Context: an optimization exercise on an open-source flow, tuned for small area, a short achievable clock period and few clock cycles per item. The choices shown serve that exercise and are no tape-out recipe. The RTL of this run was laid out without a check of its function. Power is estimated from default activity; no workload was simulated.

File: flow/run.sh
#!/bin/bash
export BUFFER_PORTS_ARGS="-buffer_cell sky130_fd_sc_hd__buf_1"
bash standard.sh > standard.log 2>&1
File: standard.sh
#!/bin/bash
# synth_recipe.tcl (not shown) runs the flow's synth.tcl, then flattens the netlist and writes it again
# the make line also repeats each setting of config.mk as NAME=value (left out here)
make -C /OpenROAD-flow-scripts/flow DESIGN_CONFIG=/design/flow/config.mk WORK_HOME=/design/flow/orfs CLKGATE_MAP_FILE= SYNTH_SCRIPT=/design/flow/synth_recipe.tcl "${@:-finish}"
File: config.mk
export PLATFORM = sky130hd
export DESIGN_NAME = csum_unit
export DESIGN_NICKNAME = csum_unit
export VERILOG_FILES = /design/flow/design.v
export SDC_FILE = /design/flow/constraint.sdc
export NUM_CORES = 4
export LEC_CHECK = 0
export CAP_MARGIN = 20
export CORE_MARGIN = 2
export CORE_UTILIZATION = 40
export SLEW_MARGIN = 20
File: constraint.sdc
create_clock -name core_clock -period 10.0 [get_ports {clk}]
set_input_delay 2.0000 -clock core_clock [delete_from_list [all_inputs] [get_ports {clk}]]
set_output_delay 2.0000 -clock core_clock [all_outputs]
set_load 0.01 [all_outputs]
File: design.v
module csum_unit #(
    parameter [15:0] RXB         = 16'h4000,
    parameter [15:0] TXB         = 16'h8000,
    parameter [15:0] RXBUF_SIZE  = 16'd1536,
    parameter [15:0] TXBUF_SIZE  = 16'd1536
) (
    input  wire        clk,
    input  wire        rst,           
    input  wire        cmd_valid,
    output wire        cmd_ready,
    input  wire [31:0] cmd_seed,
    input  wire [15:0] cmd_addr,
    input  wire [15:0] cmd_len,
    output wire        mem_req,
    input  wire        mem_gnt,
    output wire [13:0] mem_waddr,
    input  wire [31:0] mem_rdata,
    output wire        rsp_valid,
    output wire        rsp_err,
    output wire [15:0] rsp_sum
);
    reg        idle;       
    reg        chk;        
    reg        zero;       
    reg        reqv;       
    reg        first;      
    reg        single;     
    reg        dvalid;     
    reg        dfirst;     
    reg        dlast;      
    reg        rlast;      
    reg        f1;         
    reg        f2;         
    reg        c;          
    reg        rspv;
    reg        err;
    reg        pre_ok;     
    reg        sel;        
    reg [1:0]  a_lo;       
    reg [10:0] l;          
    reg [8:0]  w;          
    reg [31:0] r;          
    reg [31:0] acc;
    wire [11:0] ta = {1'b0, w, a_lo};
    wire [11:0] tb = {1'b0, l};
    wire [12:0] t  = {1'b0, ~(ta ^ tb)} + {(ta | tb), 1'b0};
    wire        ok = pre_ok && (!t[12] || (!t[11] && !(t[10] && t[9])));
    wire gnt      = reqv && mem_gnt;
    wire last_now = first ? single : (w == l[10:2]);
    wire [3:0] m_lo = dfirst ? (4'b1111 << a_lo) : 4'b1111;
    wire [3:0] m_hi = dlast  ? (4'b1111 >> (2'd3 - l[1:0])) : 4'b1111;
    wire [3:0] m    = {4{dvalid}} & m_lo & m_hi;
    wire [3:0] ms   = m & {4{!a_lo[0]}};                      
    wire [3:0] mx   = {m[2], m[3], m[0], m[1]} & {4{a_lo[0]}};  
    wire [31:0] rd  = mem_rdata;
    wire [31:0] rdx = {rd[23:16], rd[31:24], rd[7:0], rd[15:8]};
    wire [31:0] r_n = (rd  & {{8{ms[3]}}, {8{ms[2]}}, {8{ms[1]}}, {8{ms[0]}}}) |
                      (rdx & {{8{mx[3]}}, {8{mx[2]}}, {8{mx[1]}}, {8{mx[0]}}});
    wire [15:0] w0  = {r[7:0], r[15:8]};
    wire [15:0] w1  = {r[23:16], r[31:24]} | (acc[31:16] & {16{f1}});
    wire [31:0] sum = acc + {16'd0, w0} + {16'd0, w1} + {31'd0, f2 & c};
    always @(posedge clk) begin
        r      <= r_n;
        dfirst <= first;
        dlast  <= last_now;
        c      <= sum[16] ^ acc[16];
        if (idle)
            acc <= cmd_seed;
        else if (chk && !ok)
            acc <= {sum[31:16], 16'd0};
        else
            acc <= sum;
    end
    always @(posedge clk) begin
        if (rst) begin
            idle   <= 1'b1;
            chk    <= 1'b0;
            reqv   <= 1'b0;
            dvalid <= 1'b0;
            rlast  <= 1'b0;
            f1     <= 1'b0;
            f2     <= 1'b0;
            rspv   <= 1'b0;
        end else begin
            chk    <= 1'b0;
            dvalid <= gnt;
            rlast  <= dvalid && dlast;
            f1     <= rlast;
            f2     <= f1;
            rspv   <= f2;
            if (f2)
                idle <= 1'b1;
            if (gnt) begin
                w     <= w + 9'd1;
                first <= 1'b0;
                if (last_now)
                    reqv <= 1'b0;
            end
            if (idle) begin
                if (cmd_valid) begin
                    idle   <= 1'b0;
                    chk    <= 1'b1;
                    zero   <= (cmd_len == 16'd0);
                    reqv   <= (cmd_len != 16'd0);
                    first  <= 1'b1;
                    single <= (cmd_len[15:3] == 13'd0) &&
                              ({1'b0, cmd_len[2:0]} + {2'b00, cmd_addr[1:0]} <= 4'd4);
                    pre_ok <= ((cmd_addr[15:11] == 5'b01000) || (cmd_addr[15:11] == 5'b10000)) &&
                              (cmd_len[15:11] == 5'd0);
                    sel    <= cmd_addr[15];
                    a_lo   <= cmd_addr[1:0];
                    w      <= cmd_addr[10:2];
                    l      <= cmd_len[10:0];
                end
            end
            if (chk) begin
                l   <= t[10:0];
                err <= !ok;
                if (!ok) begin
                    reqv   <= 1'b0;
                    dvalid <= 1'b0;
                    rspv   <= 1'b1;
                    idle   <= 1'b1;
                end else if (zero) begin
                    f1 <= 1'b1;
                end
            end
        end
    end
    assign cmd_ready = idle;
    assign mem_req   = reqv;
    assign mem_waddr = {sel, ~sel, 3'b000, w};
    assign rsp_valid = rspv;
    assign rsp_err   = err;
    assign rsp_sum   = acc[15:0];
endmodule
==> run notes <==
* ANT nets after route at 0
* Slowest stage cell, crit path: dfxtp_1
* Status: complete, no violations
* Internal Pwr Total at 0.7828 mW
* Global-route usage over all layers at 20.73%
* TritonCTS clock tree: done
* # setup viols final at 0
* Row Count at 46
* Post-synth EDFFs at 28
* Die footprint at 0.01708 mm²
* Leading area contributor after synthesis: dfxtp_1
* Core area at 0.01577 mm²
* First-pass detailed-route iteration total at 5
* Final hold vios at 0
* DRC Markers at 0
* Crit-path max FO at 17
* Top cells by area, synth: dfxtp_1, edfxtp_1, ha_1
* RD Place Congestion at 0.9073
* Num ports at 134
* Crit-path leading delay family: compound AO/OA/AOI/OAI gates
* Initial Utilization at 40.71%
* DP Worst Slack at 6.297 ns
* Mapped Cells at 677
* Slowest Stage Delay on Critical Path at 0.75 ns
* IO buf count at 130
* Peak supply drop at 0.00009749 V
* H-tree levels at 3
* Final worst slack at 6.322 ns
* Commonest non-fill, non-tap cell in the layout: buf_1
* Setup_tns at 0 ns
* Crit-path cells: a21o_1 -> fa_1 -> fa_1 -> a21o_1 -> a31oi_1 -> nor3_1 -> o22a_1 -> a31oi_2 -> nand2b_1 -> o211ai_1
* Share of the synthesized area in the top cell type at 23.39%
* Most frequent cells in the layout: buf_1, dfxtp_1, inv_1, nand2_1, ha_1
* Vias at 5310
* Total Power at 1.179 mW
* Area grow syn2layout at 13.17%
* Largest net degree at the start of global routing at 77
* Most used flip-flop cell after synthesis: dfxtp_1
* Vias in the first global route at 5085
* CTS buffer count at 9
* PwrDens at 162.3 mW/mm²
* DP Area at 0.006965 mm²
* CTS root buf: clkbuf_16
* DRT Wirelength at 17.35 mm
* Post-CTS setup buffers at 0
* Crit path time final at 3.678 ns
* Share of layout cells above drive strength 1 at 5.591%
* Post-CTS Resized at 0
* Crit Path Class: flip-flop to flip-flop
* Clock share of power at 30.5%
* Initial antenna violation count at 0
* Clock buffer depth at 2
* Worst Skew at 0.01357 ns
* WL per Instance at 17.30 µm
* Via density at 5.294
* Register share of total power at 43.3%
* Number of synthesized register bits at 103
* Syn. warnings at 1
* Leak Pwr at 3.076 nW
* Hold WS at 0.4427 ns
* Period Utilization, post-route at 36.78%
* Final instance area at 0.007266 mm²
* NumNets Final at 942
* Worst Setup End Kind: flip-flop
* Max Cap Viol at 0
* CP bufs+invs at 0
* Antenna Cells at 0
* Post-Syn Area at 0.006420 mm²
* Skew-Pair Late Insertion Delay at 0.36 ns
* Synth Area per Inst at 9.483 µm²
* First-pass GRT wire length at 26.73 mm
* Hold Path Class: flip-flop to flip-flop
* Fmax at 271.9 MHz
* Fin. max-slew vios at 0
* Die span in y at 130.7 µm
* Worst path required time at 10.23 ns
* Critical Path AT at 3.91 ns
* DRT iter0 DRCs at 298
* Slew HR at 49.67%
* Switching portion of total power at 33.61%
* Ys async rst share at 0%
* Net switching power at 0.3963 mW
* Hold-fix buffers, CTS at 0
* Clk slew on worst S/H paths at 0.08 ns
* Global route overflow at 0
* Comb pwr share at 26.3%
* DP HPWL at 13.94 mm
* Worst slew pin tran at 0.7549 ns
* CTS Sinks at 103
* Setup crit start kind: flip-flop
* Distinct cells, synth at 70
* RSZ-0062 raised after global routing: no
* Die width at 130.7 µm
* Seq/Total Area, Yosys at 36.48%
[state kept, by name, summed over array words and instances (netlist names)]
register	flops
acc	32
r	32
l	11
w	9
a_lo	2
c	1
chk	1
dfirst	1
dlast	1
dvalid	1
err	1
f1	1
f2	1
first	1
idle	1
pre_ok	1
reqv	1
rlast	1
rspv	1
sel	1
single	1
zero	1
[synthesized netlist by cell type (6+ instances only)]
cell type / n
dfxtp_1: 75
inv_1: 58
nand2_1: 56
ha_1: 41
a21oi_1: 39
nor2_1: 37
a22o_1: 32
edfxtp_1: 28
a21o_1: 26
o21ai_0: 25
xnor2_1: 23
buf_4: 20
fa_1: 19
nand3_1: 16
nor2b_1: 16
clkbuf_1: 15
xor2_1: 13
and3_1: 11
o211ai_1: 9
nor3_1: 8
o31ai_1: 8
a211oi_1: 6
mux2_2: 6
[metrics by stage]
stage | util, % | instances
floorplan | - | 679
detailed placement | 44.17 | 987
global route | 46.07 | 1003
CTS | 46.02 | 1003
finish | 46.07 | 1003
global placement | 44.17 | 987
[power groups by stage]
| stage | clock, mW | combinational [mW] | sequential [mW] |
|---|---|---|---|
| after floorplan | 0 | 0.242 | 0.503 |
| final | 0.359 | 0.310 | 0.510 |
| after detailed placement | 0 | 0.309 | 0.519 |
| after CTS | 0.364 | 0.311 | 0.510 |
| after global placement | 0 | 0.302 | 0.519 |
| after global routing | 0.381 | 0.350 | 0.515 |
[cell families (layout without fill, tap and decap cells)]
logic type,Yosys count,after routing,share of synthesized area [%]
other cells,1,3,0.05841
compound gates,191,191,22.12
mux,9,9,1.540
simple gates,178,178,13.84
buf+inv,99,207,7.133
fa+ha+maj,60,60,13.92
xor+xnor,36,36,4.911
flops,103,103,36.48
[layout make-up]
cell class	instances	area [µm²]
clock inverters	5	37.54
multi-input cells	477	3636
clock buffers	11	254.0
inverters	59	221.5
repair buffers	132	503.0
fillers	1558	8504
well taps	216	270.3
flip-flops and latches	103	2344
[worst reg2reg max path: cells and delay by family (launching register included)]
kind / cells / cell delay [ns]
fa+ha+maj: 2 / 0.93
simple gates: 2 / 0.38
flops: 1 / 0.75
compound gates: 6 / 1.49
[path summary, 6_finish.rpt]
kind,start,end,slack (ns),depth (start not counted)
worst max-delay path,f1$_SDFF_PP0_,acc[28]$_DFF_P_,6.32,10
worst min-delay path,rlast$_SDFF_PP0_,f1$_SDFF_PP0_,0.44,2
worst max register to register,f1$_SDFF_PP0_,acc[28]$_DFF_P_,6.32,10
worst min register to register,rlast$_SDFF_PP0_,f1$_SDFF_PP0_,0.44,2
[layer usage]
metal,vias up,GRT usage (%),wire (µm)
met5,-,0,0
met4,0,7.447,362
met3,21,3.420,891
met2,144,33.85,8157
met1,2530,27.87,7942
li1,2615,-,-

-- what the ideal ports hide --
The flow's constraints put no driver on any port. The routed layout listed below was extracted and timed again, unchanged, in two steps. Step 1 assumes that a clkbuf_16 drives the clock port and a buf_2 every other input. Step 2 moves the port delays by t, midway between the first and last clock arrival at a register: inputs arrive t later, outputs are due t later. That takes back most of the time a late clock gives input paths. Slacks: ideal ports / drivers / drivers and shift; pairs: ideal ports / drivers.
t, ns: 0.398
slack for setup (ns): 6.322 / 6.322 / 6.322
slew at the worst register clock pin (ns): 0.08 / 0.08
worst slew at a driven data input, ns: 0.06
cell pins on the clock port's net: 1
After both steps this run still meets setup and hold. The setup slack of this run moves by 0.000 ns with the drivers and by 0.000 ns with both steps.
